What follows belongs to an exercise in optimizing a design on an open flow for small area; a production flow would make more cautious choices.
The RTL was checked by simulation tests, not by an equivalence proof against the original design.

==> run a <==
==> flow/design.v (excerpt) <==
module bte (
    input             clk,
    input             rst,            
    input             cmd_we,
    input      [31:0] cmd,
    input             i2c_ch_valid,
    input             spi_ch_valid,
    input      [7:0]  i2c_budget,     
    input      [7:0]  spi_budget,     
    output reg        res_done,
    output     [7:0]  res_status,
    output     [15:0] res_data,
    output            res_busy,
    output     [7:0]  res_retries,
    output            ch_req,
    output            ch_bus,         
    output     [1:0]  ch_kind,        
    output     [6:0]  ch_slave,
    output     [15:0] ch_buf,         
    output     [3:0]  ch_size,
    output     [7:0]  ch_opts,
    input             ch_ack,
    input      [7:0]  ch_st,
    input      [7:0]  ch_n,
    input      [15:0] ch_rdata,
    input             ch_busy
);
clock: 10.0 ns
lec_check: 0
cap_margin: 20
core_margin: 2
core_utilization: 55
slew_margin: 20
standard.sh (not shown) runs the stock make flow with config.mk's settings and CLKGATE_MAP_FILE= SYNTH_SCRIPT=/design/flow/synth_recipe.tcl, a recipe that flattens the netlist after the stock synthesis.
==> flow/flow/run.sh <==
#!/bin/bash
# The standard layout (standard.sh, same make targets and settings) with
# these changes:
#  - synthesis maps the logic with an area-oriented ABC script (flow/area.abc)
#    instead of ORFS's delay-oriented one; everything else in the synthesis
#    script, and the flip-flop mapping, is the standard flow's own (synth_recipe.tcl);
#  - the port buffers are the smallest buffer cell (buf_1);
#  - the clock tree uses clkbuf_4 and no dummy loads, sized for a few dozen
#    flip-flops;
#  - the constant outputs share synthesis's single tie cell
#    (SKIP_REPAIR_TIE_FANOUT) rather than one tie cell each.
# Each tool's log stays under orfs/logs/; make's output goes to flow_make.log.
set -euo pipefail
here=$(pwd)
# synthesis script: synth_recipe.tcl with yosys's abc pass given our script
{
  head -n 1 synth_recipe.tcl
  cat <<'EOT'
proc abc {args} {
  set i [lsearch -exact $args -script]
  if { $i >= 0 } { lset args [expr { $i + 1 }] $::env(BTE_ABC_SCRIPT) }
  puts "abc pass given flow/area.abc: $args"
  yosys abc {*}$args
}
EOT
  tail -n +2 synth_recipe.tcl
} > synth_area.tcl
export BTE_ABC_SCRIPT="$here/flow/area.abc"
export SKIP_REPAIR_TIE_FANOUT=1
export BUFFER_PORTS_ARGS="-buffer_cell sky130_fd_sc_hd__buf_1"
export CTS_ARGS="-sink_clustering_enable -repair_clock_nets -root_buf sky130_fd_sc_hd__clkbuf_4 -buf_list sky130_fd_sc_hd__clkbuf_4 -dont_use_dummy_load"
sed "s#SYNTH_SCRIPT=[^ ]*#SYNTH_SCRIPT=$here/synth_area.tcl#" standard.sh > standard_area.sh
grep -q "SYNTH_SCRIPT=$here/synth_area.tcl" standard_area.sh
bash standard_area.sh finish > flow_make.log 2>&1
==> flow/flow/area.abc <==
strash; dc2; dch -f; amap -F 10 -A 40; topo
==> inputs of run b, as changes to run a <==
--- a/flow/design.v
+++ b/flow/design.v
@@ -40,24 +40,22 @@
     localparam [3:0] QO  = 4'd12;   
     localparam [3:0] QL  = 4'd13;   
     localparam [3:0] QD  = 4'd14;   
     localparam [3:0] FIN = 4'd15;   
     reg        run;         
     reg [3:0]  st;
-    reg [15:0] sdn;         
-    wire [15:0] sd = ~sdn;  
+    reg [15:0] sd;          
     reg [7:0]  xa;          
+    reg [7:0]  retry;
+    reg        busylast;
     wire [4:0] hi5 = {xa[0], xa[6:4], xa[7]};
     wire [2:0] lo3 = xa[3:1];
     assign res_status  = {3'b000, xa[4:0]};
-    wire   rd_end   = (st == R2) | (st == QD);
-    wire   spi_poll = (st == SB) | (st == SR) | (st == SX);
-    wire   poll_end = (st == WP) | spi_poll;
-    assign res_data    = rd_end ? sd : 16'd0;
-    assign res_busy    = spi_poll & xa[7];
-    assign res_retries = poll_end ? sd[7:0] : 8'd0;
+    assign res_data    = sd;
+    assign res_busy    = busylast;
+    assign res_retries = retry;
     assign ch_req   = run & (st != FIN);
     assign ch_bus   = st[3] | st[2];
     assign ch_slave = ch_bus ? 7'd0 : xa[6:0];
     reg [1:0] kind;
     reg [3:0] size;
     reg [3:0] opts;
@@ -117,13 +115,13 @@
                     ((ch_st[4:3] == 2'b00 && ch_st[2:0] != 3'd0 &&
                       ch_st[2:0] != 3'd1 && ch_st[2:0] != 3'd7) ||
                      ch_st[4:0] == 5'd18);
     wire n_ok   = (ch_n == {4'd0, size});
     wire eff_ok = st_zero & (n_ok | (st == SB));
     wire [4:0] eff = st_known ? ch_st[4:0] : (eff_ok ? 5'd0 : 5'd18);
-    wire [7:0] retry_inc = sd[7:0] + 8'd1;
+    wire [7:0] retry_inc = retry + 8'd1;
     wire [7:0] budget    = (st == WP) ? i2c_budget : spi_budget;
     wire       at_budget = (retry_inc == budget);
     reg last;
     always @(*) begin
         case (st)
             WP:      last = eff_ok | at_budget;
@@ -137,14 +135,13 @@
             W1, WP:  st_next = WP;
             R1:      st_next = R2;
             SS:      st_next = SB;
             SB:      st_next = (ch_busy & ~at_budget) ? SB : SR;
             QO:      st_next = QL;
             QL:      st_next = QD;
-            SE: st_next = SO; SO: st_next = SL; SL: st_next = SD; SD: st_next = SS; SR: st_next = SX;
-            default: st_next = FIN;
+            default: st_next = st + 4'd1;   
         endcase
     end
     wire acc    = cmd_we & ~run;
     wire answer = ch_ack;                
     wire finish = run & ((st == FIN) | (answer & last));
     always @(posedge clk) begin
@@ -156,39 +153,33 @@
             res_done <= 1'b0;
         end else if (finish) begin
             run      <= 1'b0;
             res_done <= 1'b1;
         end
     end
-    wire sd_rd  = (st == QD) | (st == R2);
-    wire sd_inc = (st == WP) | (st == SB);
-    wire sd_clr = (st == W1) | (st == SS);
-    always @(posedge clk) begin
-        if (acc | (answer & (sd_rd | sd_inc | sd_clr)))
-            sdn[7:0] <= ~(({8{acc}} & cmd[7:0]) |
-                          ({8{~acc & sd_rd}} & ch_rdata[7:0]) |
-                          ({8{~acc & sd_inc}} & retry_inc));
-        if (acc | (answer & sd_rd))
-            sdn[15:8] <= ~(({8{acc}} & cmd[15:8]) |
-                           ({8{~acc & (st == QD)}} & ch_rdata[15:8]));
-    end
     always @(posedge clk) begin
         if (acc) begin
             st       <= c_ok ? c_first : FIN;
+            sd       <= c_ok ? cmd[15:0] : 16'd0;
             xa[0]    <= cmd[23];
             xa[3:1]  <= cmd[26:24] | cmd[18:16];
             xa[6:4]  <= cmd[29:27] | cmd[22:20];
             xa[7]    <= cmd[19];
             if (!c_ok)
                 xa[4:0] <= c_legal ? 5'd3 : 5'd6;
+            retry    <= 8'd0;
+            busylast <= 1'b0;
         end else if (answer) begin
-            if (last)
+            if (last) begin
                 xa[4:0] <= eff;
-            else
+                sd      <= (st == QD) ? ch_rdata :
+                           (st == R2) ? {8'd0, ch_rdata[7:0]} : 16'd0;
+            end else begin
                 st <= st_next;
-            if (st == SS)
-                xa[7] <= 1'b0;
-            else if (st == SB && st_zero)
-                xa[7] <= ch_busy;
+            end
+            if (st == WP || st == SB)
+                retry <= retry_inc;
+            if (st == SB && st_zero)
+                busylast <= ch_busy;
         end
     end
 endmodule
==> flow/run.sh (new file) <==
#!/bin/bash
# synth_recipe.tcl (not shown) runs the flow's synth.tcl, then flattens the netlist and writes it again
# the make line also repeats each setting of config.mk as NAME=value (left out here)
make -C /OpenROAD-flow-scripts/flow DESIGN_CONFIG=/design/flow/config.mk WORK_HOME=/design/flow/orfs CLKGATE_MAP_FILE= SYNTH_SCRIPT=/design/flow/synth_recipe.tcl finish
Settings changed: CORE_UTILIZATION 55 to 40.
removed: flow/flow/run.sh
removed: flow/flow/area.abc
removed: flow/standard.sh
==> inputs of run c, as changes to run a <==
--- a/flow/design.v
+++ b/flow/design.v
@@ -40,24 +40,22 @@
     localparam [3:0] QO  = 4'd12;   
     localparam [3:0] QL  = 4'd13;   
     localparam [3:0] QD  = 4'd14;   
     localparam [3:0] FIN = 4'd15;   
     reg        run;         
     reg [3:0]  st;
-    reg [15:0] sdn;         
-    wire [15:0] sd = ~sdn;  
+    reg [15:0] sd;          
     reg [7:0]  xa;          
+    reg [7:0]  retry;
+    reg        busylast;
     wire [4:0] hi5 = {xa[0], xa[6:4], xa[7]};
     wire [2:0] lo3 = xa[3:1];
     assign res_status  = {3'b000, xa[4:0]};
-    wire   rd_end   = (st == R2) | (st == QD);
-    wire   spi_poll = (st == SB) | (st == SR) | (st == SX);
-    wire   poll_end = (st == WP) | spi_poll;
-    assign res_data    = rd_end ? sd : 16'd0;
-    assign res_busy    = spi_poll & xa[7];
-    assign res_retries = poll_end ? sd[7:0] : 8'd0;
+    assign res_data    = sd;
+    assign res_busy    = busylast;
+    assign res_retries = retry;
     assign ch_req   = run & (st != FIN);
     assign ch_bus   = st[3] | st[2];
     assign ch_slave = ch_bus ? 7'd0 : xa[6:0];
     reg [1:0] kind;
     reg [3:0] size;
     reg [3:0] opts;
@@ -117,13 +115,13 @@
                     ((ch_st[4:3] == 2'b00 && ch_st[2:0] != 3'd0 &&
                       ch_st[2:0] != 3'd1 && ch_st[2:0] != 3'd7) ||
                      ch_st[4:0] == 5'd18);
     wire n_ok   = (ch_n == {4'd0, size});
     wire eff_ok = st_zero & (n_ok | (st == SB));
     wire [4:0] eff = st_known ? ch_st[4:0] : (eff_ok ? 5'd0 : 5'd18);
-    wire [7:0] retry_inc = sd[7:0] + 8'd1;
+    wire [7:0] retry_inc = retry + 8'd1;
     wire [7:0] budget    = (st == WP) ? i2c_budget : spi_budget;
     wire       at_budget = (retry_inc == budget);
     reg last;
     always @(*) begin
         case (st)
             WP:      last = eff_ok | at_budget;
@@ -137,14 +135,13 @@
             W1, WP:  st_next = WP;
             R1:      st_next = R2;
             SS:      st_next = SB;
             SB:      st_next = (ch_busy & ~at_budget) ? SB : SR;
             QO:      st_next = QL;
             QL:      st_next = QD;
-            SE: st_next = SO; SO: st_next = SL; SL: st_next = SD; SD: st_next = SS; SR: st_next = SX;
-            default: st_next = FIN;
+            default: st_next = st + 4'd1;   
         endcase
     end
     wire acc    = cmd_we & ~run;
     wire answer = ch_ack;                
     wire finish = run & ((st == FIN) | (answer & last));
     always @(posedge clk) begin
@@ -156,39 +153,33 @@
             res_done <= 1'b0;
         end else if (finish) begin
             run      <= 1'b0;
             res_done <= 1'b1;
         end
     end
-    wire sd_rd  = (st == QD) | (st == R2);
-    wire sd_inc = (st == WP) | (st == SB);
-    wire sd_clr = (st == W1) | (st == SS);
-    always @(posedge clk) begin
-        if (acc | (answer & (sd_rd | sd_inc | sd_clr)))
-            sdn[7:0] <= ~(({8{acc}} & cmd[7:0]) |
-                          ({8{~acc & sd_rd}} & ch_rdata[7:0]) |
-                          ({8{~acc & sd_inc}} & retry_inc));
-        if (acc | (answer & sd_rd))
-            sdn[15:8] <= ~(({8{acc}} & cmd[15:8]) |
-                           ({8{~acc & (st == QD)}} & ch_rdata[15:8]));
-    end
     always @(posedge clk) begin
         if (acc) begin
             st       <= c_ok ? c_first : FIN;
+            sd       <= c_ok ? cmd[15:0] : 16'd0;
             xa[0]    <= cmd[23];
             xa[3:1]  <= cmd[26:24] | cmd[18:16];
             xa[6:4]  <= cmd[29:27] | cmd[22:20];
             xa[7]    <= cmd[19];
             if (!c_ok)
                 xa[4:0] <= c_legal ? 5'd3 : 5'd6;
+            retry    <= 8'd0;
+            busylast <= 1'b0;
         end else if (answer) begin
-            if (last)
+            if (last) begin
                 xa[4:0] <= eff;
-            else
+                sd      <= (st == QD) ? ch_rdata :
+                           (st == R2) ? {8'd0, ch_rdata[7:0]} : 16'd0;
+            end else begin
                 st <= st_next;
-            if (st == SS)
-                xa[7] <= 1'b0;
-            else if (st == SB && st_zero)
-                xa[7] <= ch_busy;
+            end
+            if (st == WP || st == SB)
+                retry <= retry_inc;
+            if (st == SB && st_zero)
+                busylast <= ch_busy;
         end
     end
 endmodule
==> flow/flow/run.sh (replaced) <==
#!/bin/bash
set -euo pipefail
export BUFFER_PORTS_ARGS="-buffer_cell sky130_fd_sc_hd__buf_1"
export CTS_ARGS="-sink_clustering_enable -repair_clock_nets -buf_list sky130_fd_sc_hd__clkbuf_4 -dont_use_dummy_load"
bash standard.sh finish > flow_standard.log 2>&1
Settings changed: CORE_UTILIZATION 55 to 40.
removed: flow/flow/area.abc
==> flow_metrics.env <==
export IMPL_outcome="no timing/DRC/antenna violations"
export IMPL_p_leak_nw=0.946
export IMPL_core_area_um2=4260
export IMPL_netlist_instances=321
export IMPL_syn_to_final_growth_pct=25.2
# the run above: run a

==> flow_metrics.env <==
export IMPL_tightest_slew_ns=0.866
export IMPL_powerSeq_uw=203
export IMPL_outcome="no timing/DRC/antenna violations"
export IMPL_layout_common_cells="152 x clkdlybuf4s50_1, 35 x nor2_1, 32 x nand2_1"
export IMPL_netlist_instances=331
export IMPL_core_area_um2=6910
export IMPL_syn_to_final_growth_pct=56.9
export IMPL_period_needed_ns=5.01
export IMPL_portBuffers=152
# the run above: run b

==> flow_metrics.env <==
export IMPL_syn_to_final_growth_pct=21.5
export IMPL_path_max_fanout=21
export IMPL_crit_arrival_ns=2.70
export IMPL_grt_busiest_layer="met1"
export IMPL_core_area_um2=6910
export IMPL_outcome="no timing/DRC/antenna violations"
export IMPL_die_x_um=89.0
export IMPL_p_leak_nw=1.24
export IMPL_netlist_instances=331
export IMPL_cp_end_kind="primary output"
export IMPL_rrSetupSlack_ns=6.15
# the run above: run c

## port drivers added, routing unchanged
How much do the figures lean on ideal ports? The routed layouts below were timed once more, with nothing changed but the port constraints.
Step 1 (the two cells are an assumption about what drives the block):
set clk [get_ports {clk}]
set_driving_cell -lib_cell sky130_fd_sc_hd__clkbuf_16 $clk
set_driving_cell -lib_cell sky130_fd_sc_hd__buf_2 [delete_from_list [all_inputs] $clk]
Step 2 times the ports against the registers' clock, not the clock port: input delays grow and output delays shrink by t, the midpoint of the rising clock arrivals with the driver on.
a / b / c = ideal / step 1 / step 2; a / b = the first two.
run | t, ns | slack for setup (ns) | hold WS [ns] | slew at the worst register clock pin (ns)
run a | 0.357 | 5.033 / 5.033 / 5.033 | 0.498 / 0.498 / 0.498 | 0.10 / 0.10
run b | 0.316 | 4.993 / 4.963 / 5.065 | 0.504 / 0.504 / 0.504 | 0.08 / 0.08
run c | 0.345 | 5.296 / 5.271 / 5.450 | 0.507 / 0.507 / 0.507 | 0.12 / 0.12
After both steps every run listed still meets setup and hold.
